What follows belongs to an exercise in optimizing a design on an open flow for small area; a production flow would make more cautious choices. Only simulation tests tie the RTL to the original design; equivalence was not proved. No activity file was given, so power comes from the tool's default toggle rates.

==> flow/run.sh <==
#!/bin/bash
# synth_recipe.tcl (not shown) runs the flow's synth.tcl, then flattens the netlist and writes it again
# the make line also repeats each setting of config.mk as NAME=value (left out here)
make -C /OpenROAD-flow-scripts/flow DESIGN_CONFIG=/design/flow/config.mk WORK_HOME=/design/flow/orfs CLKGATE_MAP_FILE= SYNTH_SCRIPT=/design/flow/synth_recipe.tcl finish
==> flow/config.mk <==
export PLATFORM = sky130hd
export DESIGN_NAME = dr1363_validator
export DESIGN_NICKNAME = dr1363_validator
export VERILOG_FILES = /design/flow/design.v
export SDC_FILE = /design/flow/constraint.sdc
export NUM_CORES = 4
export LEC_CHECK = 0
export CAP_MARGIN = 20
export CORE_MARGIN = 2
export CORE_UTILIZATION = 40
export PLACE_DENSITY = 0.6
export SLEW_MARGIN = 20
==> flow/constraint.sdc <==
create_clock -name core_clock -period 8.0 [get_ports {clk}]
set_input_delay 1.6000 -clock core_clock [delete_from_list [all_inputs] [get_ports {clk}]]
set_output_delay 1.6000 -clock core_clock [all_outputs]
set_load 0.01 [all_outputs]
==> flow/design.v <==
module dr1363_validator (
    input  wire        clk,
    input  wire        rst,         
    input  wire        in_valid,
    input  wire [7:0]  in_data,
    input  wire        in_last,
    output reg         pay_valid,
    output reg  [7:0]  pay_data,
    output reg         res_valid,
    output reg  [7:0]  res_code,
    output reg  [7:0]  res_info,
    output reg  [11:0] res_len
);
    localparam [7:0] RES_OK          = 8'h00;
    localparam [7:0] RES_TOO_SHORT   = 8'h41;
    localparam [7:0] RES_BAD_MARKER  = 8'h42;
    localparam [7:0] RES_STATUS_REJ  = 8'h43;
    localparam [7:0] RES_LEN_CHK     = 8'h44;
    localparam [7:0] RES_PKT_CHK     = 8'h45;
    localparam [7:0] RES_LEN_MISMATCH= 8'h46;
    localparam [7:0] RES_FIELD_DEC   = 8'h48;
    localparam [7:0] RES_BAD_IN_LEN  = 8'h82;
    localparam [12:0] IN_CAP  = 13'd4113;
    localparam [12:0] CNT_SAT = 13'd4114;
    function is_hex;
        input [7:0] c;
        begin
            is_hex = (c >= 8'h30 && c <= 8'h39) ||
                     (c >= 8'h41 && c <= 8'h46) ||
                     (c >= 8'h61 && c <= 8'h66);
        end
    endfunction
    function [3:0] hex_val;
        input [7:0] c;
        begin
            if (c >= 8'h30 && c <= 8'h39)
                hex_val = c[3:0];
            else if (c >= 8'h41 && c <= 8'h46)
                hex_val = c[3:0] + 4'd9;
            else if (c >= 8'h61 && c <= 8'h66)
                hex_val = c[3:0] + 4'd9;
            else
                hex_val = 4'd0;
        end
    endfunction
    reg [12:0] cnt;           
    reg [15:0] sum;           
    reg [7:0]  dly0, dly1, dly2, dly3;    
    reg [7:0]  ch_marker;     
    reg [7:0]  ch_st_hi, ch_st_lo;       
    reg [7:0]  ch_len3, ch_len2, ch_len1, ch_len0;  
    wire       acc    = in_valid && !rst;
    wire       is_cr  = (in_data == 8'h0D);
    wire       retire = (cnt >= 13'd4) && !(in_last && is_cr);
    wire       add_to_sum = retire && (cnt >= 13'd5);
    wire       emit   = retire && (cnt >= 13'd17);
    wire [15:0] sum_next = add_to_sum ? (sum + {8'd0, dly3}) : sum;
    wire        over    = (cnt >= IN_CAP);             
    wire [12:0] body    = cnt + 13'd1 - {12'd0, is_cr};
    wire        st_hex  = is_hex(ch_st_hi) && is_hex(ch_st_lo);
    wire [7:0]  st_val  = {hex_val(ch_st_hi), hex_val(ch_st_lo)};
    wire        len_hex = is_hex(ch_len3) && is_hex(ch_len2) &&
                          is_hex(ch_len1) && is_hex(ch_len0);
    wire [15:0] len_val = {hex_val(ch_len3), hex_val(ch_len2),
                           hex_val(ch_len1), hex_val(ch_len0)};
    wire [11:0] lenid   = len_val[11:0];
    wire [3:0]  len_s   = lenid[3:0] + lenid[7:4] + lenid[11:8];
    wire [3:0]  len_nib = 4'd0 - len_s;
    wire        len_ok  = len_hex && (len_val[15:12] == len_nib);
    wire [7:0]  k3 = is_cr ? dly3 : dly2;
    wire [7:0]  k2 = is_cr ? dly2 : dly1;
    wire [7:0]  k1 = is_cr ? dly1 : dly0;
    wire [7:0]  k0 = is_cr ? dly0 : in_data;
    wire        chk_hex = is_hex(k3) && is_hex(k2) && is_hex(k1) && is_hex(k0);
    wire [15:0] chk_val = {hex_val(k3), hex_val(k2), hex_val(k1), hex_val(k0)};
    wire [15:0] chk_exp = 16'd0 - sum_next;
    wire        chk_ok  = chk_hex && (chk_val == chk_exp);
    reg  [7:0]  r_code;
    reg  [7:0]  r_info;
    reg  [11:0] r_len;
    always @(*) begin
        r_code = RES_OK;
        r_info = 8'd0;
        r_len  = 12'd0;
        if (over)
            r_code = RES_BAD_IN_LEN;
        else if (body < 13'd17)
            r_code = RES_TOO_SHORT;
        else if (ch_marker != 8'h7E)
            r_code = RES_BAD_MARKER;
        else if (!st_hex)
            r_code = RES_FIELD_DEC;
        else if (st_val != 8'd0) begin
            r_code = RES_STATUS_REJ;
            r_info = st_val;
        end
        else if (!len_ok)
            r_code = RES_LEN_CHK;
        else if (!chk_ok)
            r_code = RES_PKT_CHK;
        else if ({1'b0, lenid} != body - 13'd17)
            r_code = RES_LEN_MISMATCH;
        else
            r_len = lenid;
    end
    always @(posedge clk) begin
        if (rst) begin
            cnt       <= 13'd0;
            sum       <= 16'd0;
            pay_valid <= 1'b0;
            res_valid <= 1'b0;
        end else begin
            pay_valid <= acc && emit;
            res_valid <= acc && in_last;
            if (acc) begin
                if (in_last) begin
                    cnt <= 13'd0;
                    sum <= 16'd0;
                end else begin
                    cnt <= (cnt == CNT_SAT) ? CNT_SAT : cnt + 13'd1;
                    sum <= sum_next;
                end
            end
        end
    end
    always @(posedge clk) begin
        if (acc) begin
            dly3 <= dly2;
            dly2 <= dly1;
            dly1 <= dly0;
            dly0 <= in_data;
            pay_data <= dly3;
            case (cnt)
                13'd0:  ch_marker <= in_data;
                13'd7:  ch_st_hi  <= in_data;
                13'd8:  ch_st_lo  <= in_data;
                13'd9:  ch_len3   <= in_data;
                13'd10: ch_len2   <= in_data;
                13'd11: ch_len1   <= in_data;
                13'd12: ch_len0   <= in_data;
                default: ;
            endcase
            if (in_last) begin
                res_code <= r_code;
                res_info <= r_info;
                res_len  <= r_len;
            end
        end
    end
endmodule
==> results.py, run 1 <==
metrics = {
    "run_status": {
        "status": "finished clean",
    },
    "global_routing": {
        "antenna_found_initial": 0,
        "grt_use_total_pct": 19.4,
        "grtUsageMet2_pct": 32.1,
        "grtUsageMet3_pct": 3.19,
        "top_usage_layer": "met2",
        "grt_max_degree": 41,
        "grt.met1_usage_pct": 26.1,
        "grt-ovfl-total": 0,
        "grt_first_pass_wirelength_mm": 43.4,
        "grt_pass1_vias": 8275,
    },
    "worst_setup_path": {
        "path_delay_family": "simple AND/OR/NAND/NOR gates",
        "worst-path-buf-inv": 1,
        "cp_cell_sequence": "clkdlybuf4s50_1 -> or4_1 -> nor3_4 -> nor2_2 -> mux2i_1 -> ha_1 -> nor2b_1 -> nor4b_1 -> o21bai_1 -> or4b_1 -> o21ai_0 -> o211ai_1 -> or4_4 -> nor3b_1 -> a41oi_1",
        "crit_path_top_delay_cell": "or4_1",
        "slowest_delay_ns": 0.77,
        "worstRegToRegCells": 16,
        "cp_max_fo": 12,
        "critPathKind": "in2reg",
        "worst-path-stages": 15,
        "required_ns": 8.16,
        "start_kind": "input pin",
        "critPathArrivalTime_ns": 7.08,
        "end_kind": "flop",
    },
    "layout": {
        "nNetsFinal": 1210,
        "layout_commonest_cell": "edfxtp_1",
        "areaGrowthSynthToFinish_pct": 14.0,
        "drive_gt1_share_pct": 7.38,
        "final_area_um2": 12000,
        "largest_register_ffs": 16,
        "layout_common_cells": "edfxtp_1, nor2_1, nand2_1",
        "reg.largest.list": "sum (16), cnt (13), res_len (12)",
        "num_antenna_cells": 0,
        "final_cells": 1487,
        "finish.utilization_pct": 46.3,
        "top_register": "sum",
    },
    "placement": {
        "post-dp-hpwl_mm": 19.6,
        "port-buffer-count": 47,
        "place.gp.congestion": 0.903,
        "placed_cell_area_um2": 11400,
        "dp_cells": 1455,
        "pre_cts_ws_ns": 0.721,
    },
    "clock_tree": {
        "root_buffer": "clkbuf_16",
        "cts_buffer_depth": 2,
        "path_clk_slew_ns": 0.08,
        "hold_buffers": 0,
        "cts_tree": "built",
        "insertion_delay_ns": 0.44,
        "cts_resized": 0,
        "htreeDepth": 4,
        "cts_made_buffers": 17,
        "post_cts_buffers": 0,
        "clock_sinks": 153,
    },
    "hold_path": {
        "whs_path_depth": 0,
        "min_path_type": "reg2reg",
    },
    "synth": {
        "synth_cell_type_count": 86,
        "synth_top_area_share_pct": 34.7,
        "ys_seq_area_share_pct": 40.6,
        "synth.area.top_cells": "edfxtp_1, ha_1, dfxtp_1, nor2_1, xnor2_1",
        "netlist_area_um2": 10500,
        "syn_avg_cell_area_um2": 9.63,
        "yosys_warnings": 1,
        "async_flop_share_pct": 0,
        "synth_top_area_cell": "edfxtp_1",
        "synth_flop_cell": "edfxtp_1",
        "synthCells": 1095,
        "synth-seq-cells": 153,
        "synth-edff-count": 122,
    },
    "pwr": {
        "p_leak_nw": 4.44,
        "ir_drop_mv": 0.0994,
        "powerDensity_nw_per_um2": 153,
    },
    "sta": {
        "finalMaxSlewViolations": 0,
        "finalSetupTns_ns": 0,
        "fin_crit_ns": 6.91,
        "rsz0062_at_grt": "false",
        "slew-limit-headroom_pct": 42.6,
        "worstMarginPinSlew_ns": 0.852,
        "fin_crit_sh_pct": 86.4,
        "fin_skew_ns": 0.0162,
        "max_freq_ghz": 0.145,
        "hold_violations": 0,
        "setup_violations": 0,
        "setup_ws_ns": 1.09,
    },
    "flow_run": {
        "drv_cap": 0,
    },
    "floorplan": {
        "die_h_um": 166,
        "die_width_um": 166,
        "row_count": 59,
        "dieArea_um2": 27700,
        "io_pins": 50,
        "coreArea_um2": 26000,
        "start_util_pct": 40.6,
    },
    "drt": {
        "drt_wl_total_mm": 26.7,
        "vias": 8634,
        "ant_nets": 0,
        "drtPass1Iterations": 5,
        "drt_drc_violations_left": 0,
        "drt_iter0_markers": 731,
        "via_per_inst": 5.81,
        "routedWlPerCell_um": 17.9,
    },
}
synth_stat cells (4+ instances only):
| library cell | instances |
|---|---|
| dfxtp_1 | 31 |
| a22oi_1 | 23 |
| a31oi_1 | 10 |
| o21ai_0 | 58 |
| clkbuf_1 | 31 |
| xor2_1 | 26 |
| o22ai_1 | 12 |
| nand4_1 | 18 |
| inv_1 | 58 |
| fa_1 | 4 |
| nand3_1 | 32 |
| a21oi_1 | 50 |
| o211a_1 | 5 |
| and3_1 | 15 |
| o211ai_1 | 9 |
| o21a_1 | 9 |
| nor4_1 | 23 |
| ha_1 | 55 |
| xnor3_1 | 5 |
| a21o_1 | 4 |
| or4_1 | 7 |
| nor4b_1 | 13 |
| a2111oi_0 | 8 |
| nand4b_1 | 7 |
| mux2i_1 | 26 |
| mux2_2 | 4 |
| nor2b_1 | 12 |
| and2_1 | 12 |
| or2_2 | 4 |
| edfxtp_1 | 122 |
| or3_1 | 11 |
| nor3_1 | 43 |
| a21boi_0 | 4 |
| nor2_1 | 91 |
| o21bai_1 | 15 |
| o31ai_1 | 11 |
| xnor2_1 | 38 |
| a211oi_1 | 9 |
| a311oi_1 | 4 |
| nand2_1 | 66 |
| nand2b_1 | 13 |
| nor2_2 | 11 |
| nor3b_1 | 8 |
| and4_1 | 6 |
report_power, final:
group | switching, mW | total [mW] | internal, mW
combinational | 0.0618 | 0.101 | 0.0389
clock | 0.419 | 0.853 | 0.434
sequential | 0.0134 | 0.885 | 0.872
total | 0.494 | 1.84 | 1.34
cell families after synthesis:
family          synth area share, %
simple gates                   21.6
compound gates                 17.5
flops                          40.6
buf+inv                        3.64
xor+xnor                       6.38
fa+ha+maj                      7.29
mux                            2.90
other cells                  0.0356
area by class of cell:
class	instances	area, µm²
multi-input combinational	846	5880
inverter	58	218
timing repair buffer	63	586
clock buffer	17	425
fill	2485	14000
tap	335	419
clock inverter	15	206
sequential	153	4280
final timing paths:
path / startpoint / end / slack, ns
max: in_data[7] / res_code[6] / 1.09
min: dly1[4] / dly2[4] / 0.48
max reg2reg: cnt[1] / res_code[6] / 2.42
min reg2reg: dly1[4] / dly2[4] / 0.48
metrics by stage:
step | hold slack [ns] | total power, mW
global route | 0.497 | 1.90
floorplan | 0.424 | 0.956
CTS | 0.475 | 1.85
detailed placement | 0.462 | 1.00
global placement | 0.472 | 1.00
finish | 0.477 | 1.84
routing by layer:
layer / vias to the layer above / share of wire, %
li1: 4255 / -
met4: 0 / 1.8
met3: 37 / 3.7
met2: 217 / 48
met1: 4125 / 47
met5: - / 0
==> inputs of run 2 (changes only) <==
==> flow/design.v (replaced) <==
module dr1363_validator (
    input  wire        clk,
    input  wire        rst,         
    input  wire        in_valid,
    input  wire [7:0]  in_data,
    input  wire        in_last,
    output reg         pay_valid,
    output reg  [7:0]  pay_data,
    output reg         res_valid,
    output reg  [7:0]  res_code,
    output reg  [7:0]  res_info,
    output reg  [11:0] res_len
);
    localparam [2:0] E_NONE = 3'd0;
    localparam [2:0] E_MARK = 3'd1;
    localparam [2:0] E_FD   = 3'd2;
    localparam [2:0] E_SREJ = 3'd3;
    localparam [2:0] E_LCHK = 3'd4;
    function is_hex;
        input [7:0] c;
        begin
            is_hex = (c >= 8'h30 && c <= 8'h39) ||
                     (c >= 8'h41 && c <= 8'h46) ||
                     (c >= 8'h61 && c <= 8'h66);
        end
    endfunction
    function [3:0] hex_val;
        input [7:0] c;
        begin
            hex_val = c[6] ? c[3:0] + 4'd9 : c[3:0];
        end
    endfunction
    reg  [12:0] c;
    reg  [15:0] ns;           
    reg  [7:0]  dly0, dly1, dly2, dly3;    
    reg  [11:0] r;            
    reg  [2:0]  e;
    reg         done;         
    wire        acc   = in_valid && !rst;
    wire        fresh = done;
    wire        is_cr = (in_data == 8'h0D);
    wire        crl   = in_last && is_cr;
    wire        hx    = is_hex(in_data);
    wire [3:0]  hv    = hex_val(in_data);
    wire        neg   = c[12] & c[11];
    wire        sat   = c[12] & ~c[11] & c[0];
    wire        c4096 = c[12] & ~c[11] & ~c[0];
    wire        mid   = acc & ~fresh & c[12];
    wire        j4    = mid & (c[4:0] == 5'b10011);
    wire        j7    = mid & (c[4:0] == 5'b10110);
    wire        j8    = mid & (c[4:0] == 5'b10111);
    wire        j9    = mid & (c[4:0] == 5'b11000);
    wire        j10   = mid & (c[4:0] == 5'b11001);
    wire        j11   = mid & (c[4:0] == 5'b11010);
    wire        j12   = mid & (c[4:0] == 5'b11011);
    wire        inc   = acc & ~(crl & ~c4096) & (fresh | ~sat);
    wire [12:0] c_base = (acc & fresh) ? 13'h1FEF : c;
    wire        ld    = j4;
    wire        addok = acc & ~crl;
    wire [3:0]  lsum  = (j9 ? 4'd0 : r[11:8]) + hv;
    wire        none  = (e == E_NONE);
    always @(posedge clk) begin
        c  <= c_base + {12'd0, inc};
        ns <= (ld ? 16'h007E : ns) - {8'd0, addok ? dly3 : 8'd0};
        pay_data <= dly3;
        if (rst) begin
            done      <= 1'b1;
            pay_valid <= 1'b0;
            res_valid <= 1'b0;
        end else begin
            pay_valid <= acc & ~fresh & ~neg & ~crl;
            res_valid <= acc & in_last;
            if (acc)
                done <= in_last;
        end
        if (addok) begin
            dly3 <= dly2;
            dly2 <= dly1;
            dly1 <= dly0;
            dly0 <= in_data;
        end
        if (j7 | j8 | ((j10 | j11 | j12) & (e != E_SREJ)))
            r[7:0] <= {r[3:0], hv};
        if (j9 | j10 | j11)
            r[11:8] <= lsum;
        else if (j12)
            r[11:8] <= r[7:4];
        if (acc & fresh)
            e <= (in_data == 8'h7E) ? E_NONE : E_MARK;
        else if (none) begin
            if ((j7 | j8) & ~hx)
                e <= E_FD;
            else if (j8 & ((r[3:0] != 4'd0) | (hv != 4'd0)))
                e <= E_SREJ;
            else if ((j9 | j10 | j11) & ~hx)
                e <= E_LCHK;
            else if (j12 & (~hx | (lsum != 4'd0)))
                e <= E_LCHK;
        end
    end
    wire        chk_hex = is_hex(dly3) && is_hex(dly2) && is_hex(dly1) && is_hex(dly0);
    wire [15:0] chk_val = {hex_val(dly3), hex_val(dly2), hex_val(dly1), hex_val(dly0)};
    wire        chk_ok  = chk_hex && (chk_val == ns);
    wire        len_ok  = ~c[12] && (r == c[11:0]);
    always @(*) begin
        res_code = 8'h00;
        res_info = 8'd0;
        res_len  = 12'd0;
        if (sat)
            res_code = 8'h82;
        else if (neg)
            res_code = 8'h41;
        else if (e == E_MARK)
            res_code = 8'h42;
        else if (e == E_FD)
            res_code = 8'h48;
        else if (e == E_SREJ) begin
            res_code = 8'h43;
            res_info = r[7:0];
        end
        else if (e == E_LCHK)
            res_code = 8'h44;
        else if (!chk_ok)
            res_code = 8'h45;
        else if (!len_ok)
            res_code = 8'h46;
        else
            res_len = r;
    end
endmodule
==> run 2 against run 1 <==
  * Still clean
  * Final cell count shrank 51%
  * Hold slack lost 0.023 ns
  * Via count shrank 56%
  * Count of clock-buffer cells in the layout shrank 5
  * Combinational power grew to 4.7 times the previous value
  * Final area shrank 51%
  * Synthesized cell count shrank 53%
  * Area after synthesis shrank 53%
  * Die area shrank 52%
  * Clock skew shrank 0.0080 ns
  * Critical path type unchanged
  * Largest cell class unchanged
  * Highest routed layer unchanged
==> results.py, run 2 <==
metrics = {
    "sta": {
        "setup_violations": 0,
        "rsz0062_at_grt": "false",
        "hold_violations": 0,
        "max_freq_ghz": 0.171,
        "fin_crit_sh_pct": 72.9,
        "fin_crit_ns": 5.83,
        "finalSetupTns_ns": 0,
        "finalMaxSlewViolations": 0,
        "worstMarginPinSlew_ns": 0.789,
        "fin_skew_ns": 0.00821,
        "slew-limit-headroom_pct": 47.0,
    },
    "synth": {
        "synth_top_area_share_pct": 28.3,
        "synth_cell_type_count": 57,
        "syn_avg_cell_area_um2": 9.72,
        "async_flop_share_pct": 0,
        "synth_top_area_cell": "edfxtp_1",
        "yosys_warnings": 1,
        "synth-edff-count": 47,
        "synthCells": 512,
        "netlist_area_um2": 4980,
        "synth_flop_cell": "edfxtp_1",
        "synth_commonest_cells": "edfxtp_1, nand2_1, dfxtp_1, nor2_1",
        "synth-seq-cells": 87,
        "synth.area.top_cells": "edfxtp_1, dfxtp_1, ha_1, xnor2_1, xor2_1",
        "ys_seq_area_share_pct": 44.4,
    },
    "worst_setup_path": {
        "slowest_delay_ns": 0.65,
        "required_ns": 8.23,
        "critPathArrivalTime_ns": 6.06,
        "critPathKind": "in2reg",
        "cp_cell_sequence": "clkdlybuf4s50_1 -> nor2b_1 -> nand3b_1 -> or3b_2 -> or3_1 -> nand2b_1 -> ha_1 -> nor2b_1 -> o21ai_0 -> a21boi_0 -> o31a_1 -> o41ai_2 -> nand2_1 -> a32o_1",
        "end_kind": "flop",
        "start_kind": "input pin",
        "crit_path_top_delay_cell": "or3_1",
        "cp_max_fo": 18,
        "path_common_cell": "nor2b_1",
    },
    "floorplan": {
        "start_util_pct": 41.3,
        "die_width_um": 116,
        "io_pins": 50,
        "dieArea_um2": 13400,
        "die_h_um": 116,
        "row_count": 40,
        "coreArea_um2": 12100,
    },
    "layout": {
        "num_antenna_cells": 0,
        "top_register": "ns",
        "largest_register_ffs": 16,
        "reg.largest.list": "ns (16), c (13), r (12)",
        "layout_common_cells": "nand2_1, edfxtp_1, clkdlybuf4s50_1",
        "nNetsFinal": 595,
        "drive_gt1_share_pct": 4.68,
        "areaGrowthSynthToFinish_pct": 17.8,
    },
    "placement": {
        "place.gp.congestion": 0.860,
        "port-buffer-count": 47,
        "post-dp-hpwl_mm": 8.78,
    },
    "clock_tree": {
        "cts_resized": 0,
        "clock_sinks": 87,
        "post_cts_buffers": 0,
        "path_clk_slew_ns": 0.06,
        "cts_buffer_depth": 2,
        "cts_tree": "built",
        "root_buffer": "clkbuf_16",
        "insertion_delay_ns": 0.34,
        "htreeDepth": 3,
        "hold_buffers": 0,
        "cts_made_buffers": 9,
    },
    "pwr": {
        "powerDensity_nw_per_um2": 261,
        "ir_drop_mv": 0.110,
        "p_total_mw": 1.53,
        "p_leak_nw": 2.19,
    },
    "drt": {
        "drtPass1Iterations": 5,
        "drt_wl_total_mm": 11.5,
        "vias": 3774,
        "ant_nets": 0,
        "drt_drc_violations_left": 0,
        "routedWlPerCell_um": 15.9,
        "drt_iter0_markers": 255,
        "via_per_inst": 5.21,
    },
    "run_status": {
        "status": "finished clean",
    },
    "global_routing": {
        "grt_first_pass_wirelength_mm": 18.7,
        "grt-ovfl-total": 0,
        "grt_pass1_vias": 3590,
        "grt_use_total_pct": 18.3,
        "antenna_found_initial": 0,
        "grt_max_degree": 40,
    },
    "flow_run": {
        "drv_cap": 0,
    },
    "hold_path": {
        "min_path_type": "reg2reg",
    },
}
-- run 2: cell types whose count changed after synthesis, moves of 19 or more --
cell and change:
inv_1 -37, ha_1 -25, o21ai_0 -28, nor4_1 -19, nor2_1 -59, edfxtp_1 -75
nand2_1 -19, a22oi_1 -22, a21oi_1 -30, mux2i_1 -24, nor3_1 -28
-- run 2: final timing paths --
kind / startpoint / to / slack (ns) / depth (start not counted)
setup / recovery: in_valid / ns[13] / 2.17 / 14
hold reg to reg: dly1[5] / dly2[5] / 0.45 / 0
hold / removal: dly1[5] / dly2[5] / 0.45 / 0
setup reg to reg: c[12] / ns[13] / 3.79 / 12
-- run 2: power breakdown --
part | total, mW | internal, mW | switching, mW | leakage [nW]
sequential | 0.655 | 0.548 | 0.107 | 0.770
clock | 0.407 | 0.241 | 0.166 | 0.134
combinational | 0.470 | 0.224 | 0.245 | 1.29
-- run 2: layer usage --
layer	track usage [%]	share of wire, %	vias to the layer above
li1	-	-	1881
met1	26.2	48	1771
met2	27.4	44	103
met3	3.29	5.4	19
met4	7.47	2.4	0
met5	0	0	-
-- run 2: area by class of cell --
| class | instances | area (µm²) |
|---|---|---|
| fillers | 1133 | 6190 |
| multi-input cells | 384 | 2610 |
| flip-flops and latches | 87 | 2210 |
| repair buffers | 48 | 478 |
| clock buffers | 12 | 236 |
| well taps | 168 | 210 |
| inverters | 21 | 78.8 |
| clock inverters | 4 | 46.3 |
-- run 2: through the flow --
step	setup WS [ns]	cell area (µm²)	utilization [%]	cells	hold slack, ns
floorplan	2.37	4980	-	513	0.346
global placement	1.73	5580	46.2	708	0.435
detailed placement	1.49	5580	46.2	708	0.436
CTS	1.85	5860	48.6	724	0.450
global route	1.79	5870	48.6	724	0.473
finish	2.17	5870	48.6	724	0.454
-- run 2: worst max-delay path, delay by kind of cell --
kind	cells	cell delay, ns
and+or+nand+nor	7	2.16
buffers and inverters	1	0.49
AOI/OAI and AO/OA	5	1.55
adders and majority gates	1	0.26
-- run 2: cells by family after synthesis --
group,Yosys count,share of synthesized area (%)
AND/OR/NAND/NOR,200,21.2
AO/OA/AOI/OAI,90,11.4
flip-flops,87,44.4
XOR/XNOR,55,9.98
buffers and inverters,42,3.47
adder cells (fa/ha/maj),32,8.34
multiplexers,5,1.08
other,1,0.0753
==> inputs of run 3 (changes only) <==
--- a/flow/design.v
+++ b/flow/design.v
@@ -59,9 +59,25 @@
     wire        addok = acc & ~crl;
     wire [3:0]  lsum  = (j9 ? 4'd0 : r[11:8]) + hv;
     wire        none  = (e == E_NONE);
+    wire [15:0] t_base = ld ? 16'hFF81 : ns;
+    wire [7:0]  t_add  = addok ? dly3 : 8'd0;
+    wire [16:0] t_c;
+    wire [15:0] t_next;
+    assign t_c[0] = 1'b0;
+    genvar gi;
+    generate
+        for (gi = 0; gi < 8; gi = gi + 1) begin : g_lo
+            assign t_next[gi] = t_base[gi] ^ t_add[gi] ^ t_c[gi];
+            assign t_c[gi+1]  = (t_base[gi] & t_add[gi]) | (t_c[gi] & (t_base[gi] ^ t_add[gi]));
+        end
+        for (gi = 8; gi < 16; gi = gi + 1) begin : g_hi
+            assign t_next[gi] = t_base[gi] ^ t_c[gi];
+            assign t_c[gi+1]  = t_base[gi] & t_c[gi];
+        end
+    endgenerate
     always @(posedge clk) begin
         c  <= c_base + {12'd0, inc};
-        ns <= (ld ? 16'h007E : ns) - {8'd0, addok ? dly3 : 8'd0};
+        ns <= t_next;
         pay_data <= dly3;
         if (rst) begin
             done      <= 1'b1;
@@ -98,9 +114,19 @@
                 e <= E_LCHK;
         end
     end
-    wire        chk_hex = is_hex(dly3) && is_hex(dly2) && is_hex(dly1) && is_hex(dly0);
-    wire [15:0] chk_val = {hex_val(dly3), hex_val(dly2), hex_val(dly1), hex_val(dly0)};
-    wire        chk_ok  = chk_hex && (chk_val == ns);
+    function hex_is;
+        input [7:0] d;
+        input [3:0] n;
+        begin
+            if (n <= 4'd9)
+                hex_is = (d[7:4] == 4'h3) && (d[3:0] == n);
+            else
+                hex_is = (d[7:6] == 2'b01) && (d[4:3] == 2'b00) &&
+                         (d[2:0] == n[2:0] - 3'd1);
+        end
+    endfunction
+    wire        chk_ok  = hex_is(dly3, ~ns[15:12]) && hex_is(dly2, ~ns[11:8]) &&
+                          hex_is(dly1, ~ns[7:4]) && hex_is(dly0, ~ns[3:0]);
     wire        len_ok  = ~c[12] && (r == c[11:0]);
     always @(*) begin
         res_code = 8'h00;
==> flow/flow/run.sh (new file) <==
#!/bin/bash
# Standard layout, with plain buf_1 port buffers and a small clock tree
# without dummy loads. make's full output goes to layout.log.
set -euo pipefail
bash standard.sh \
  "BUFFER_PORTS_ARGS=-buffer_cell sky130_fd_sc_hd__buf_1" \
  "CTS_ARGS=-sink_clustering_enable -repair_clock_nets -buf_list sky130_fd_sc_hd__clkbuf_8 -dont_use_dummy_load" \
  finish > layout.log 2>&1
==> flow/standard.sh (new file) <==
#!/bin/bash
# synth_recipe.tcl (not shown) runs the flow's synth.tcl, then flattens the netlist and writes it again
# the make line also repeats each setting of config.mk as NAME=value (left out here)
make -C /OpenROAD-flow-scripts/flow DESIGN_CONFIG=/design/flow/config.mk WORK_HOME=/design/flow/orfs CLKGATE_MAP_FILE= SYNTH_SCRIPT=/design/flow/synth_recipe.tcl "${@:-finish}"
--- a/flow/config.mk
+++ b/flow/config.mk
@@ -7,6 +7,6 @@
 export LEC_CHECK = 0
 export CAP_MARGIN = 20
 export CORE_MARGIN = 2
-export CORE_UTILIZATION = 40
-export PLACE_DENSITY = 0.6
+export CORE_UTILIZATION = 65
+export PLACE_DENSITY = 0.75
 export SLEW_MARGIN = 20
removed: flow/run.sh
==> run 3 against run 2 <==
  * Area after synthesis decreased by 8.8%
  * Critical path depth increased by 9
  * Clock skew increased by 0.024 ns
  * Count of clock-buffer cells in the layout decreased by 3
  * Highest routed layer unchanged
  * Clock power decreased by 43%
  * First-iteration DRC count decreased by 37%
  * Largest cell class unchanged
  * Register-to-register slack got worse by 1.3 ns
  * Fmax decreased by 13%
  * Critical path type unchanged
==> results.py, run 3 <==
metrics = {
    "worst_setup_path": {
        "critPathArrivalTime_ns": 6.94,
        "end_kind": "flop",
        "cp_cell_sequence": "buf_1 -> nor2b_1 -> nand4b_1 -> nor4_2 -> buf_4 -> nor2b_1 -> fa_1 -> fa_1 -> fa_1 -> fa_1 -> fa_1 -> fa_1 -> inv_1 -> fa_1 -> inv_1 -> ha_1 -> ha_1 -> ha_1 -> ha_1 -> ha_1 -> ha_1 -> ha_1 -> xnor2_1",
        "crit_path_top_delay_cell": "fa_1",
        "required_ns": 8.22,
        "start_kind": "input pin",
        "slowest_delay_ns": 0.44,
        "cp_max_fo": 16,
        "critPathKind": "in2reg",
    },
    "drt": {
        "drt_iter0_markers": 160,
        "vias": 3164,
        "routedWlPerCell_um": 16.3,
        "ant_nets": 0,
        "drt_drc_violations_left": 0,
        "via_per_inst": 5.71,
        "drt_wl_total_mm": 9.02,
        "drtPass1Iterations": 5,
    },
    "clock_tree": {
        "clock_sinks": 87,
        "path_clk_slew_ns": 0.10,
        "post_cts_buffers": 0,
        "htreeDepth": 3,
        "insertion_delay_ns": 0.36,
        "cts_resized": 0,
        "hold_buffers": 0,
        "cts_made_buffers": 9,
        "cts_buffer_depth": 2,
        "cts_tree": "built",
        "root_buffer": "clkbuf_8",
    },
    "placement": {
        "port-buffer-count": 47,
        "place.gp.congestion": 0.831,
        "post-dp-hpwl_mm": 6.98,
        "dp_cells": 545,
        "pre_cts_ws_ns": 0.965,
    },
    "synth": {
        "syn_avg_cell_area_um2": 11.0,
        "yosysMostFrequentCell": "edfxtp_1",
        "synthCells": 413,
        "synth.area.top_cells": "edfxtp_1, dfxtp_1, ha_1, xor2_1, and2_1",
        "synth_top_area_cell": "edfxtp_1",
        "synth-seq-cells": 87,
        "netlist_area_um2": 4540,
        "synth_top_area_share_pct": 31.1,
        "synth_commonest_cells": "edfxtp_1, dfxtp_1, and2_1",
        "synth_flop_cell": "edfxtp_1",
        "async_flop_share_pct": 0,
        "yosys_warnings": 1,
        "synth-edff-count": 47,
        "synth_cell_type_count": 57,
        "ys_seq_area_share_pct": 48.7,
    },
    "global_routing": {
        "grt_first_pass_wirelength_mm": 14.5,
        "antenna_found_initial": 0,
        "grt_pass1_vias": 3037,
        "grt-ovfl-total": 0,
        "grt_max_degree": 41,
        "grt_use_total_pct": 25.3,
    },
    "layout": {
        "top_register": "ns",
        "reg.largest.list": "ns (16), c (13), r (12)",
        "largest_register_ffs": 16,
        "n_fill_cell": 518,
        "nNetsFinal": 505,
        "drive_gt1_share_pct": 6.33,
        "layout_common_cells": "edfxtp_1, buf_1, dfxtp_1",
        "areaGrowthSynthToFinish_pct": 8.68,
        "final_cells": 554,
        "num_antenna_cells": 0,
    },
    "sta": {
        "setup_violations": 0,
        "fin_crit_sh_pct": 83.9,
        "slew-limit-headroom_pct": 48.5,
        "fin_crit_ns": 6.71,
        "worstMarginPinSlew_ns": 0.770,
        "setup_ws_ns": 1.29,
        "finalMaxSlewViolations": 0,
        "finalSetupTns_ns": 0,
        "hold_violations": 0,
        "max_freq_ghz": 0.149,
        "rsz0062_at_grt": "false",
        "hold_slack_ns": 0.445,
        "fin_skew_ns": 0.0325,
    },
    "flow_run": {
        "drv_cap": 0,
    },
    "pwr": {
        "internal-power_uw": 811,
        "seqPwrFrac_pct": 52.4,
        "p_leak_nw": 1.88,
        "p_total_mw": 1.23,
        "p_sw_uw": 415,
        "ir_drop_mv": 0.166,
        "powerDensity_nw_per_um2": 248,
        "power_frac_comb_pct": 28.7,
        "pwr-share-clk_pct": 18.9,
        "p_sw_share_pct": 33.9,
    },
    "floorplan": {
        "row_count": 30,
        "start_util_pct": 66.9,
        "coreArea_um2": 6790,
        "dieArea_um2": 7670,
        "die_h_um": 87.6,
        "die_width_um": 87.6,
        "io_pins": 50,
    },
    "run_status": {
        "status": "finished clean",
    },
    "hold_path": {
        "min_path_type": "reg2reg",
    },
}
==> run 3: cell count changes after synthesis, moves of 7 or more <==
cell,previous run,this run
nand2_1,47,19
or2_2,3,10
nor2_1,32,25
xnor2_1,28,20
or4_1,7,0
a21oi_1,20,9
and2_1,23,30
clkbuf_1,17,10
o21ai_0,30,13
==> run 3: power groups by stage <==
stage / Clock, mW / Combinational (mW) / Sequential, mW
finish: 0.232 / 0.352 / 0.642
floorplan: 0 / 0.300 / 0.601
global placement: 0 / 0.331 / 0.649
detailed placement: 0 / 0.348 / 0.652
global route: 0.253 / 0.396 / 0.652
CTS: 0.237 / 0.353 / 0.641
==> run 3: cell families after synthesis <==
group	after synthesis	synth area share (%)
AOI/OAI and AO/OA	49	7.22
xor gates and xnor gates	46	9.20
adders and majority gates	34	10.6
buffers and inverters	29	2.81
DFF	87	48.7
muxes	4	0.964
other	1	0.0826
and+or+nand+nor	163	20.4
==> run 3: final timing paths <==
kind | startpoint | to | slack [ns] | cells past startpoint
setup / recovery | in_valid | ns[15] | 1.29 | 23
hold / removal | dly0[5] | dly1[5] | 0.45 | 0
setup reg to reg | c[4] | ns[15] | 2.47 | 21
hold reg to reg | dly0[5] | dly1[5] | 0.45 | 0
==> run 3: final cells by class <==
type                    count  area [µm²]  share of cell area (%)
clock buffers               9         124                    2.51
inverters                  15        56.3                    1.14
multi-input cells         298        2230                    45.2
flip-flops and latches     87        2210                    44.8
well taps                  96         120                    2.43
repair buffers             49         191                    3.88
==> run 3: stage by stage <==
stage / util [%] / cell area (µm²)
global placement: 70.8 / 4810
finish: 72.7 / 4940
global route: 72.7 / 4940
detailed placement: 70.8 / 4810
floorplan: - / 4550
CTS: 72.6 / 4930
==> run 3: critical path: cells and delay by family <==
family | cells | cell delay, ns
adders and majority gates | 14 | 3.81
and+or+nand+nor | 4 | 0.90
buffers and inverters | 4 | 0.50
xor gates and xnor gates | 1 | 0.12
==> run 3: metal layers <==
| layer | wire length, µm | vias to the layer above | GRT usage, % | part of all wire, % |
|---|---|---|---|---|
| met5 | 0 | - | 0 | 0 |
| met4 | 260 | 0 | 12.3 | 2.9 |
| met3 | 244 | 17 | 3.77 | 2.7 |
| met2 | 4770 | 64 | 45.6 | 53 |
| met1 | 3750 | 1538 | 29.2 | 42 |
| li1 | - | 1545 | - | - |
==> inputs of run 4 (changes only) <==
--- a/flow/design.v
+++ b/flow/design.v
@@ -27,7 +27,10 @@
     function [3:0] hex_val;
         input [7:0] c;
         begin
-            hex_val = c[6] ? c[3:0] + 4'd9 : c[3:0];
+            hex_val[0] = c[0] ^ c[6];
+            hex_val[1] = c[1] ^ (c[6] & c[0]);
+            hex_val[2] = c[2] ^ (c[6] & c[1] & c[0]);
+            hex_val[3] = c[3] | c[6];
         end
     endfunction
     reg  [12:0] c;
@@ -57,7 +60,11 @@
     wire [12:0] c_base = (acc & fresh) ? 13'h1FEF : c;
     wire        ld    = j4;
     wire        addok = acc & ~crl;
-    wire [3:0]  lsum  = (j9 ? 4'd0 : r[11:8]) + hv;
+    wire [3:0]  l_a   = j9 ? 4'd0 : r[11:8];
+    wire [4:0]  l_c;
+    wire [3:0]  lsum;
+    wire [13:0] c_k;
+    wire [12:0] c_next;
     wire        none  = (e == E_NONE);
     wire [15:0] t_base = ld ? 16'hFF81 : ns;
     wire [7:0]  t_add  = addok ? dly3 : 8'd0;
@@ -74,9 +81,19 @@
             assign t_next[gi] = t_base[gi] ^ t_c[gi];
             assign t_c[gi+1]  = t_base[gi] & t_c[gi];
         end
+        for (gi = 0; gi < 4; gi = gi + 1) begin : g_l
+            assign lsum[gi]  = l_a[gi] ^ hv[gi] ^ l_c[gi];
+            assign l_c[gi+1] = (l_a[gi] & hv[gi]) | (l_c[gi] & (l_a[gi] ^ hv[gi]));
+        end
+        for (gi = 0; gi < 13; gi = gi + 1) begin : g_c
+            assign c_next[gi] = c_base[gi] ^ c_k[gi];
+            assign c_k[gi+1]  = c_base[gi] & c_k[gi];
+        end
     endgenerate
+    assign l_c[0] = 1'b0;
+    assign c_k[0] = inc;
     always @(posedge clk) begin
-        c  <= c_base + {12'd0, inc};
+        c  <= c_next;
         ns <= t_next;
         pay_data <= dly3;
         if (rst) begin
==> flow/flow/run.sh (replaced) <==
#!/bin/bash
# The standard layout (standard.sh), with three changes:
#  - synthesis maps the logic with ABC's area-oriented mapper (flow/abc_area.script)
#    instead of ORFS's speed script; everything else in the synthesis is the standard flow's
#    own script, so the registers are the standard synthesis's;
#  - ports are buffered with buf_1 cells;
#  - the clock tree uses clkbuf_8 cells and no dummy loads.
# make's full output goes to layout.log in this folder.
set -euo pipefail
here=$(pwd)
sed "s|  log_cmd abc {\*}\$abc_args|  log_cmd abc {*}[lreplace \$abc_args 1 1 $here/flow/abc_area.script]|" \
  "$FLOW_HOME/scripts/synth.tcl" > synth_area.tcl
grep -q "flow/abc_area.script" synth_area.tcl
sed "s|source \$::env(SCRIPTS_DIR)/synth.tcl|source $here/synth_area.tcl|" synth_recipe.tcl > synth_recipe_area.tcl
grep -q "synth_area.tcl" synth_recipe_area.tcl
bash standard.sh \
  "SYNTH_SCRIPT=$here/synth_recipe_area.tcl" \
  "BUFFER_PORTS_ARGS=-buffer_cell sky130_fd_sc_hd__buf_1" \
  "CTS_ARGS=-sink_clustering_enable -repair_clock_nets -buf_list sky130_fd_sc_hd__clkbuf_8 -sink_clustering_size 30 -sink_clustering_max_diameter 100 -dont_use_dummy_load" \
  finish > layout.log 2>&1
==> flow/flow/abc_area.script (new file) <==
strash
dc2
dch -f
amap
==> run 4 against run 3 <==
  * Final cell count is 1.1% higher
  * Clock power hardly changed
  * Sequential share of layout area is 2.5 points higher
  * Hold slack worse by 0.036 ns
  * Critical path depth is 3 higher
  * Die area is 5.7% lower
  * First-iteration DRC count is 51% higher
  * Power is 3.9% lower
  * Core utilization is 0.94 points higher
==> results.py, run 4 <==
metrics = {
    "run_status": {
        "status": "finished clean",
    },
    "drt": {
        "routedWlPerCell_um": 16.7,
        "drt_iter0_markers": 242,
        "ant_nets": 0,
        "drt_wl_total_mm": 9.36,
        "drt_drc_violations_left": 0,
        "drtPass1Iterations": 7,
        "via_per_inst": 5.89,
        "vias": 3296,
    },
    "synth": {
        "async_flop_share_pct": 0,
        "synth_commonest_cells": "clkinv_1, nor2_1, edfxtp_1, dfxtp_1, nand2_1",
        "synth_top_area_cell": "edfxtp_1",
        "synthCells": 426,
        "synth-seq-cells": 87,
        "synth_top_area_share_pct": 33.1,
        "syn_avg_cell_area_um2": 10.0,
        "synth-edff-count": 47,
        "synth_flop_cell": "edfxtp_1",
        "yosysMostFrequentCell": "clkinv_1",
        "ys_seq_area_share_pct": 51.8,
        "yosys_warnings": 1,
        "netlist_area_um2": 4270,
        "synth_cell_type_count": 40,
        "synth.area.top_cells": "edfxtp_1, dfxtp_1, ha_1, clkinv_1, nor2_1",
    },
    "pwr": {
        "internal-power_uw": 775,
        "p_sw_uw": 403,
        "p_sw_share_pct": 34.2,
        "p_total_mw": 1.18,
        "pwr-share-clk_pct": 19.4,
        "powerDensity_nw_per_um2": 252,
        "power_frac_comb_pct": 28.5,
        "seqPwrFrac_pct": 52.1,
        "p_leak_nw": 1.67,
        "ir_drop_mv": 0.202,
    },
    "global_routing": {
        "antenna_found_initial": 1,
        "grt_max_degree": 34,
        "grt_first_pass_wirelength_mm": 15.5,
        "grt-ovfl-total": 0,
        "grt_use_total_pct": 27.8,
        "grt_pass1_vias": 3220,
    },
    "worst_setup_path": {
        "cp_max_fo": 7,
        "worst-path-buf-inv": 5,
        "end_kind": "flop",
        "slowest_delay_ns": 0.60,
        "r2r_end": "ns[15]",
        "path_delay_family": "adder cells",
        "start_kind": "input pin",
        "r2r_setup_slack_ns": 2.31,
        "worst-path-stages": 26,
        "worstRegToRegCells": 24,
        "r2r_start": "c[0]",
        "critPathKind": "in2reg",
        "required_ns": 8.24,
        "path_common_cell": "ha_1",
        "critPathArrivalTime_ns": 7.24,
        "crit_path_top_delay_cell": "nor4_1",
    },
    "layout": {
        "n_fill_cell": 478,
        "final_area_um2": 4670,
        "nNetsFinal": 536,
        "areaGrowthSynthToFinish_pct": 9.43,
        "top_register": "ns",
        "largest_register_ffs": 16,
        "final_cells": 560,
        "num_antenna_cells": 0,
        "drive_gt1_share_pct": 2.69,
        "layout_commonest_cell": "clkinv_1",
        "layout_common_cells": "clkinv_1, nor2_1, edfxtp_1, buf_1, dfxtp_1",
        "reg.largest.list": "ns (16), c (13), r (12)",
        "finish.utilization_pct": 73.6,
    },
    "placement": {
        "pre_cts_ws_ns": 0.695,
        "post-dp-hpwl_mm": 7.24,
        "port-buffer-count": 47,
        "place.gp.congestion": 0.968,
        "placed_cell_area_um2": 4550,
        "dp_cells": 551,
    },
    "sta": {
        "setup_ws_ns": 0.997,
        "slew-limit-headroom_pct": 40.3,
        "setup_violations": 0,
        "worstMarginPinSlew_ns": 0.889,
        "fin_crit_ns": 7.00,
        "fin_crit_sh_pct": 87.5,
        "hold_slack_ns": 0.410,
        "max_freq_ghz": 0.143,
        "hold_violations": 0,
        "finalSetupTns_ns": 0,
        "rsz0062_at_grt": "false",
        "fin_skew_ns": 0.0210,
        "finalMaxSlewViolations": 0,
    },
    "clock_tree": {
        "path_clk_slew_ns": 0.09,
        "cts_resized": 0,
        "htreeDepth": 3,
        "insertion_delay_ns": 0.35,
        "cts_made_buffers": 9,
        "root_buffer": "clkbuf_8",
        "cts_buffer_depth": 2,
        "hold_buffers": 0,
        "post_cts_buffers": 0,
        "cts_tree": "built",
        "clock_sinks": 87,
    },
    "floorplan": {
        "io_pins": 50,
        "die_h_um": 85.1,
        "die_width_um": 85.1,
        "row_count": 29,
        "coreArea_um2": 6350,
        "dieArea_um2": 7230,
        "start_util_pct": 67.3,
    },
    "hold_path": {
        "min_path_type": "reg2reg",
        "hold_path_end": "pay_data[0]",
        "whs_path_depth": 0,
        "worstHoldStart": "dly3[0]",
    },
    "flow_run": {
        "drv_cap": 0,
    },
}
[run 4: kinds of logic (layout without fill, tap and decap cells)]
logic type	Yosys count	after routing	share of synthesized area, %
AOI/OAI and AO/OA	71	71	11.0
adders and majority gates	39	39	13.0
buffers and inverters	66	122	6.07
DFF	87	87	51.8
other	1	2	0.0878
and+or+nand+nor	162	162	18.1
[run 4: per-layer routing]
metal | vias up | track usage [%] | share of wire [%]
li1 | 1622 | - | -
met1 | 1517 | 39.1 | 44
met2 | 135 | 42.5 | 47
met3 | 20 | 6.71 | 8.0
met4 | 2 | 9.81 | 1.4
met5 | - | 0 | 0.075
[run 4: final cells by class]
| type | count | area (µm²) | area share [%] |
|---|---|---|---|
| clock buffer | 9 | 124 | 2.65 |
| sequential | 87 | 2210 | 47.3 |
| inverter | 63 | 236 | 5.06 |
| timing repair buffer | 50 | 199 | 4.26 |
| tap | 77 | 96.3 | 2.06 |
| multi-input combinational | 274 | 1810 | 38.6 |
[run 4: worst register-to-register path, cell delays in order (launching register included)]
cell and delay [ns]:
dfxtp_1 0.41, clkinv_1 0.23, nor2_1 0.29, nand2_1 0.08
nor3_1 0.18, buf_4 0.23, nor2b_1 0.09, fa_1 0.44
fa_1 0.39, fa_1 0.39, fa_1 0.41, fa_1 0.41
fa_1 0.38, clkinv_1 0.06, fa_1 0.16, clkinv_1 0.06
ha_1 0.18, ha_1 0.19, ha_1 0.18, ha_1 0.17
ha_1 0.17, ha_1 0.18, ha_1 0.19, nand2_1 0.05
o21ai_0 0.06
[run 4: power by group through the flow]
stage / clock [mW] / sequential (mW) / combinational (mW)
final: 0.229 / 0.613 / 0.336
after global routing: 0.250 / 0.624 / 0.389
after CTS: 0.234 / 0.612 / 0.335
after detailed placement: 0 / 0.620 / 0.330
after global placement: 0 / 0.619 / 0.310
after floorplan: 0 / 0.600 / 0.244
[run 4: worst max-delay path by stage]
stage | from | endpoint | slack, ns
floorplan | in_last | ns[15] | 0.67
global placement | in_last | ns[15] | 0.86
detailed placement | in_last | ns[15] | 0.70
CTS | in_last | ns[15] | 1.05
global route | in_last | ns[15] | 0.72
finish | in_last | ns[15] | 1.0
==> inputs of run 5 (changes only) <==
--- a/flow/flow/run.sh
+++ b/flow/flow/run.sh
@@ -16,5 +16,5 @@
 bash standard.sh \
   "SYNTH_SCRIPT=$here/synth_recipe_area.tcl" \
   "BUFFER_PORTS_ARGS=-buffer_cell sky130_fd_sc_hd__buf_1" \
-  "CTS_ARGS=-sink_clustering_enable -repair_clock_nets -buf_list sky130_fd_sc_hd__clkbuf_8 -sink_clustering_size 30 -sink_clustering_max_diameter 100 -dont_use_dummy_load" \
+  "CTS_ARGS=-sink_clustering_enable -repair_clock_nets -buf_list sky130_fd_sc_hd__clkbuf_16 -sink_clustering_size 50 -sink_clustering_max_diameter 200 -dont_use_dummy_load" \
   finish > layout.log 2>&1
==> run 5 against run 4 <==
  * Highest routed layer unchanged
  * Global-route usage up 0.58 points
  * Clock power rose by 48%
  * Hold slack improved by 0.0026 ns
  * Sequential share of layout area down 1.0 points
  * Non-clock buffer count is the same
  * Combinational power up 2%
  * Register-to-register slack barely moved
  * Core utilization up 1.6 points
  * Fmax decreased by 0.11%
  * Worst setup slack lost 0.0077 ns
  * Power is 10% higher
  * Largest power group unchanged
  * Critical path depth unchanged
==> results.py, run 5 <==
metrics = {
    "sta": {
        "fin_crit_ns": 7.01,
        "finalSetupTns_ns": 0,
        "finalMaxSlewViolations": 0,
        "worstMarginPinSlew_ns": 0.868,
        "rsz0062_at_grt": "false",
        "fin_skew_ns": 0.0118,
        "setup_violations": 0,
        "max_freq_ghz": 0.143,
        "fin_crit_sh_pct": 87.6,
        "hold_violations": 0,
        "slew-limit-headroom_pct": 41.7,
    },
    "pwr": {
        "p_leak_nw": 1.72,
        "ir_drop_mv": 0.197,
        "powerDensity_nw_per_um2": 272,
        "p_total_mw": 1.30,
    },
    "worst_setup_path": {
        "end_kind": "flop",
        "start_kind": "input pin",
        "cp_max_fo": 7,
        "crit_path_top_delay_cell": "nor4_1",
        "worst-path-buf-inv": 5,
        "critPathArrivalTime_ns": 7.23,
        "required_ns": 8.22,
        "path_common_cell": "ha_1",
        "path_delay_family": "adder cells",
        "critPathKind": "in2reg",
        "slowest_delay_ns": 0.60,
    },
    "synth": {
        "syn_avg_cell_area_um2": 10.0,
        "async_flop_share_pct": 0,
        "yosysMostFrequentCell": "clkinv_1",
        "synth_commonest_cells": "clkinv_1, nor2_1, edfxtp_1, dfxtp_1, nand2_1",
        "synth_top_area_share_pct": 33.1,
        "synth-seq-cells": 87,
        "yosys_warnings": 1,
        "netlist_area_um2": 4270,
        "synth_top_area_cell": "edfxtp_1",
        "synthCells": 426,
        "synth-edff-count": 47,
        "synth.area.top_cells": "edfxtp_1, dfxtp_1, ha_1, clkinv_1, nor2_1",
        "ys_seq_area_share_pct": 51.8,
        "synth_flop_cell": "edfxtp_1",
        "synth_cell_type_count": 40,
    },
    "clock_tree": {
        "root_buffer": "clkbuf_16",
        "cts_buffer_depth": 2,
        "htreeDepth": 3,
        "cts_made_buffers": 9,
        "path_clk_slew_ns": 0.06,
        "insertion_delay_ns": 0.33,
        "cts_resized": 0,
        "clock_sinks": 87,
        "hold_buffers": 0,
        "post_cts_buffers": 0,
        "cts_tree": "built",
    },
    "layout": {
        "layout_commonest_cell": "clkinv_1",
        "nNetsFinal": 536,
        "finish.utilization_pct": 75.2,
        "areaGrowthSynthToFinish_pct": 11.8,
        "num_antenna_cells": 0,
        "largest_register_ffs": 16,
        "multiInputGateArea_um2": 1810,
        "top_register": "ns",
        "drive_gt1_share_pct": 2.69,
        "seqCellArea_um2": 2210,
        "layout_common_cells": "clkinv_1, nor2_1, edfxtp_1, buf_1, dfxtp_1",
        "n_fill_cell": 459,
        "reg.largest.list": "ns (16), c (13), r (12)",
    },
    "global_routing": {
        "grt_use_total_pct": 28.4,
        "antenna_found_initial": 1,
        "grt_pass1_vias": 3222,
        "grt.met1_usage_pct": 39.4,
        "grt_first_pass_wirelength_mm": 15.7,
        "grtUsageMet2_pct": 44.0,
        "top_usage_layer": "met2",
        "grt-ovfl-total": 0,
        "grt_max_degree": 34,
        "grtUsageMet3_pct": 7.20,
    },
    "floorplan": {
        "coreArea_um2": 6350,
        "io_pins": 50,
        "start_util_pct": 67.3,
        "row_count": 29,
        "dieArea_um2": 7230,
        "die_h_um": 85.1,
        "die_width_um": 85.1,
    },
    "drt": {
        "ant_nets": 0,
        "vias": 3332,
        "drt_wl_total_mm": 9.60,
        "drtPass1Iterations": 5,
        "routedWlPerCell_um": 17.1,
        "via_per_inst": 5.95,
        "drt_iter0_markers": 260,
        "drt_drc_violations_left": 0,
    },
    "placement": {
        "post-dp-hpwl_mm": 7.24,
        "port-buffer-count": 47,
        "place.gp.congestion": 0.968,
    },
    "run_status": {
        "status": "finished clean",
    },
    "flow_run": {
        "drv_cap": 0,
    },
    "hold_path": {
        "min_path_type": "reg2reg",
    },
}
## run 5: cell counts after synthesis
No cell type changed its count.
## run 5: worst paths after layout
| path | startpoint | endpoint | slack [ns] | depth (start not counted) |
|---|---|---|---|---|
| worst max-delay path | in_last | ns[15] | 0.99 | 26 |
| worst min-delay path | dly3[0] | pay_data[0] | 0.41 | 0 |
| worst max register to register | c[0] | ns[15] | 2.30 | 24 |
| worst min register to register | dly3[0] | pay_data[0] | 0.41 | 0 |
## run 5: cell type report
class	instances	share of cell area (%)
tap	77	2.02
multi-input combinational	274	37.8
sequential	87	46.3
timing repair buffer	50	4.17
inverter	63	4.95
clock buffer	9	4.72
## run 5: cells by family after synthesis
logic type	synth area share, %
compound gates	11.0
flops	51.8
buf+inv	6.07
other cells	0.0878
simple gates	18.1
fa+ha+maj	13.0
## run 5: routing by layer
| metal | share of wire, % | up-vias |
|---|---|---|
| li1 | - | 1620 |
| met1 | 43 | 1542 |
| met2 | 47 | 141 |
| met3 | 7.9 | 27 |
| met4 | 1.8 | 2 |
| met5 | 0.073 | - |
## run 5: worst register-to-register path, cell delays in order (launching register included)
cell,delay (ns)
dfxtp_1,0.42
clkinv_1,0.23
nor2_1,0.28
nand2_1,0.08
nor3_1,0.18
buf_4,0.23
nor2b_1,0.09
fa_1,0.44
fa_1,0.39
fa_1,0.40
fa_1,0.40
fa_1,0.41
fa_1,0.38
clkinv_1,0.06
fa_1,0.16
clkinv_1,0.06
ha_1,0.18
ha_1,0.19
ha_1,0.18
ha_1,0.17
ha_1,0.17
ha_1,0.18
ha_1,0.19
nand2_1,0.05
o21ai_0,0.06
## run 5: report_power, final
part	switching [mW]	leakage (nW)	internal (mW)
clock network	0.142	0.111	0.197
registers	0.0691	0.769	0.547
logic	0.212	0.840	0.130
## run 5: stage by stage
stage                     setup slack (ns)  hold WS, ns  cells  area [µm²]
after floorplan                      0.675        0.363    427        4270
after global placement               0.857        0.403    551        4550
after detailed placement             0.695        0.405    551        4550
after CTS                             1.02        0.408    560        4770
after global routing                 0.693        0.417    560        4770
final                                0.990        0.412    560        4770
==> inputs of run 6 (changes only) <==
--- a/flow/flow/run.sh
+++ b/flow/flow/run.sh
@@ -16,5 +16,5 @@
 bash standard.sh \
   "SYNTH_SCRIPT=$here/synth_recipe_area.tcl" \
   "BUFFER_PORTS_ARGS=-buffer_cell sky130_fd_sc_hd__buf_1" \
-  "CTS_ARGS=-sink_clustering_enable -repair_clock_nets -buf_list sky130_fd_sc_hd__clkbuf_16 -sink_clustering_size 50 -sink_clustering_max_diameter 200 -dont_use_dummy_load" \
+  "CTS_ARGS=-sink_clustering_enable -repair_clock_nets -buf_list sky130_fd_sc_hd__clkbuf_8 -dont_use_dummy_load" \
   finish > layout.log 2>&1
==> run 6 against run 5 <==
  * Clock power fell by 32%
  * Clock skew grew 0.0092 ns
  * Combinational power decreased by 2%
  * Die area stayed put
  * Largest power group unchanged
  * Register-to-register slack barely moved
  * Count of clock-buffer cells in the layout is the same
  * Area after synthesis stayed put
  * Worst setup slack improved by 0.0077 ns
  * Highest routed layer unchanged
  * Hold slack worse by 0.0026 ns
  * Critical endpoint unchanged
  * Sequential cell count is the same
  * Final area is 2.1% lower
  * Fmax up 0.11%
==> results.py, run 6 <==
metrics = {
    "worst_setup_path": {
        "r2r_setup_slack_ns": 2.31,
        "required_ns": 8.24,
        "cp_max_fo": 7,
        "worstRegToRegCells": 24,
        "startpoint": "in_last",
        "critPathKind": "in2reg",
        "critPathArrivalTime_ns": 7.24,
        "r2r_start": "c[0]",
        "start_kind": "input pin",
        "end_kind": "flop",
    },
    "pwr": {
        "seqPwrFrac_pct": 52.1,
        "powerDensity_nw_per_um2": 252,
        "p_sw_share_pct": 34.2,
        "pwr-share-clk_pct": 19.4,
        "p_leak_nw": 1.67,
        "power_frac_comb_pct": 28.5,
        "p_sw_uw": 403,
        "internal-power_uw": 775,
        "ir_drop_mv": 0.202,
    },
    "placement": {
        "port-buffer-count": 47,
        "placed_cell_area_um2": 4550,
        "post-dp-hpwl_mm": 7.24,
        "place.gp.congestion": 0.968,
    },
    "sta": {
        "worstMarginPinSlew_ns": 0.889,
        "fin_crit_sh_pct": 87.5,
        "setup_violations": 0,
        "rsz0062_at_grt": "false",
        "hold_violations": 0,
        "finalMaxSlewViolations": 0,
        "max_freq_ghz": 0.143,
        "finalSetupTns_ns": 0,
        "fin_skew_ns": 0.0210,
        "fin_crit_ns": 7.00,
        "slew-limit-headroom_pct": 40.3,
    },
    "synth": {
        "yosys_warnings": 1,
        "synthCells": 426,
        "synth_cell_type_count": 40,
        "synth_flop_cell": "edfxtp_1",
        "netlist_area_um2": 4270,
        "synth-edff-count": 47,
        "synth-seq-cells": 87,
        "synth_top_area_cell": "edfxtp_1",
        "synth_top_area_share_pct": 33.1,
        "ys_seq_area_share_pct": 51.8,
        "async_flop_share_pct": 0,
        "synth.area.top_cells": "edfxtp_1, dfxtp_1, ha_1, clkinv_1, nor2_1",
        "synth_commonest_cells": "clkinv_1, nor2_1, edfxtp_1, dfxtp_1, nand2_1",
        "yosysMostFrequentCell": "clkinv_1",
        "syn_avg_cell_area_um2": 10.0,
    },
    "floorplan": {
        "dieArea_um2": 7230,
        "coreArea_um2": 6350,
        "start_util_pct": 67.3,
        "die_width_um": 85.1,
        "row_count": 29,
        "die_h_um": 85.1,
        "io_pins": 50,
    },
    "drt": {
        "routedWlPerCell_um": 16.7,
        "drtPass1Iterations": 7,
        "ant_nets": 0,
        "drt_drc_violations_left": 0,
        "drt_wl_total_mm": 9.36,
        "via_per_inst": 5.89,
        "vias": 3296,
        "drt_iter0_markers": 242,
    },
    "layout": {
        "nNetsFinal": 536,
        "largest_register_ffs": 16,
        "layout_commonest_cell": "clkinv_1",
        "drive_gt1_share_pct": 2.69,
        "top_register": "ns",
        "reg.largest.list": "ns (16), c (13), r (12)",
        "n_fill_cell": 478,
        "final_area_um2": 4670,
        "num_antenna_cells": 0,
        "areaGrowthSynthToFinish_pct": 9.43,
        "layout_common_cells": "clkinv_1, nor2_1, edfxtp_1, buf_1, dfxtp_1",
        "finish.utilization_pct": 73.6,
    },
    "clock_tree": {
        "path_clk_slew_ns": 0.09,
        "root_buffer": "clkbuf_8",
        "htreeDepth": 3,
        "cts_tree": "built",
        "cts_buffer_depth": 2,
        "insertion_delay_ns": 0.35,
        "clock_sinks": 87,
        "cts_made_buffers": 9,
        "hold_buffers": 0,
        "post_cts_buffers": 0,
        "cts_resized": 0,
    },
    "global_routing": {
        "antenna_found_initial": 1,
        "grt_max_degree": 34,
        "grt_pass1_vias": 3220,
        "grt-ovfl-total": 0,
        "grt_first_pass_wirelength_mm": 15.5,
        "grt_use_total_pct": 27.8,
    },
    "flow_run": {
        "drv_cap": 0,
    },
    "hold_path": {
        "min_path_type": "reg2reg",
        "whs_path_depth": 0,
        "worstHoldStart": "dly3[0]",
    },
    "run_status": {
        "status": "finished clean",
    },
}
run 6: changes by cell type in the layout (fill, tap and decap cells not counted):
cell / change
clkbuf_16: -9
clkbuf_8: +9
run 6: worst paths after layout:
check                              endpoint
worst min register to register  pay_data[0]
worst min-delay path            pay_data[0]
worst max register to register       ns[15]
worst max-delay path                 ns[15]
run 6: cells by family after synthesis:
kind of cell               share of synthesized area [%]
AOI/OAI and AO/OA                                   11.0
adders and majority gates                           13.0
buffers and inverters                               6.07
DFF                                                 51.8
other                                             0.0878
and+or+nand+nor                                     18.1
run 6: critical path, cell delays in order:
cell and delay, ns:
buf_1 0.08, clkinv_1 0.09, or3_1 0.35, nor4_1 0.60
nor2_2 0.08, clkinv_1 0.15, nor2_1 0.07, ha_1 0.19
fa_1 0.38, fa_1 0.39, fa_1 0.39, fa_1 0.41
fa_1 0.41, fa_1 0.38, clkinv_1 0.06, fa_1 0.16
clkinv_1 0.06, ha_1 0.18, ha_1 0.19, ha_1 0.18
ha_1 0.17, ha_1 0.17, ha_1 0.18, ha_1 0.19
nand2_1 0.05, o21ai_0 0.06
run 6: power groups by stage:
| stage | Combinational, mW | Clock [mW] | Sequential, mW |
|---|---|---|---|
| 2_1_floorplan | 0.244 | 0 | 0.600 |
| 3_3_place_gp | 0.310 | 0 | 0.619 |
| 3_5_place_dp | 0.330 | 0 | 0.620 |
| 4_1_cts | 0.335 | 0.234 | 0.612 |
| 5_1_grt | 0.389 | 0.250 | 0.624 |
| 6_report | 0.336 | 0.229 | 0.613 |
run 6: final cells by class:
type                    instances  area, µm²  share of cell area [%]
well taps                      77       96.3                    2.06
clock buffers                   9        124                    2.65
flip-flops and latches         87       2210                    47.3
multi-input cells             274       1810                    38.6
inverters                      63        236                    5.06
repair buffers                 50        199                    4.26
run 6: layer usage:
metal / global-route usage [%] / share of wire, % / routed length (µm)
met5: 0 / 0.075 / 7
met4: 9.81 / 1.4 / 129
met3: 6.71 / 8.0 / 745
met2: 42.5 / 47 / 4360
met1: 39.1 / 44 / 4110
run 6: per-stage QoR:
| step | setup WS (ns) | hold slack (ns) | cells | power (mW) |
|---|---|---|---|---|
| 6_report | 0.997 | 0.410 | 560 | 1.18 |
| 5_1_grt | 0.720 | 0.412 | 560 | 1.26 |
| 4_1_cts | 1.05 | 0.405 | 560 | 1.18 |
| 3_5_place_dp | 0.695 | 0.405 | 551 | 0.950 |
| 3_3_place_gp | 0.857 | 0.403 | 551 | 0.929 |
| 2_1_floorplan | 0.675 | 0.363 | 427 | 0.845 |

-- afterwards: timing with drivers on the ports --
The results above use ideal ports. As a check the final layouts listed here were re-extracted and re-timed, cells and wires unchanged. Step 1 sets driving cells, clkbuf_16 on the clock port and buf_2 on the other inputs (assumed; they add their load-dependent delay and slew). Step 2 moves the port delays by t, midway between the first and last clock arrival at a register: inputs arrive t later, outputs are due t later. That takes back most of the time a late clock gives input paths. Three values: ideal ports, drivers, drivers and shift; two values: the first two.
run | t (ns) | setup WS [ns] | worst setup path after step 2 | clock arrival spread, ns
run 1 | 0.482 | 1.088 / 1.112 / 0.630 | input to register | 0.017 / 0.018
run 2 | 0.375 | 2.168 / 2.179 / 1.804 | input to register | 0.010 / 0.010
run 3 | 0.373 | 1.288 / 1.295 / 0.922 | input to register | 0.036 / 0.035
run 4 | 0.373 | 0.997 / 1.008 / 0.635 | input to register | 0.022 / 0.022
run 5 | 0.362 | 0.990 / 1.005 / 0.642 | input to register | 0.013 / 0.013
run 6 | 0.373 | 0.997 / 1.008 / 0.635 | input to register | 0.022 / 0.022
After both steps every run listed still meets setup and hold. For run 1, which loses most, drivers alone change the setup slack by +0.024 ns; drivers and shift together by -0.458 ns.
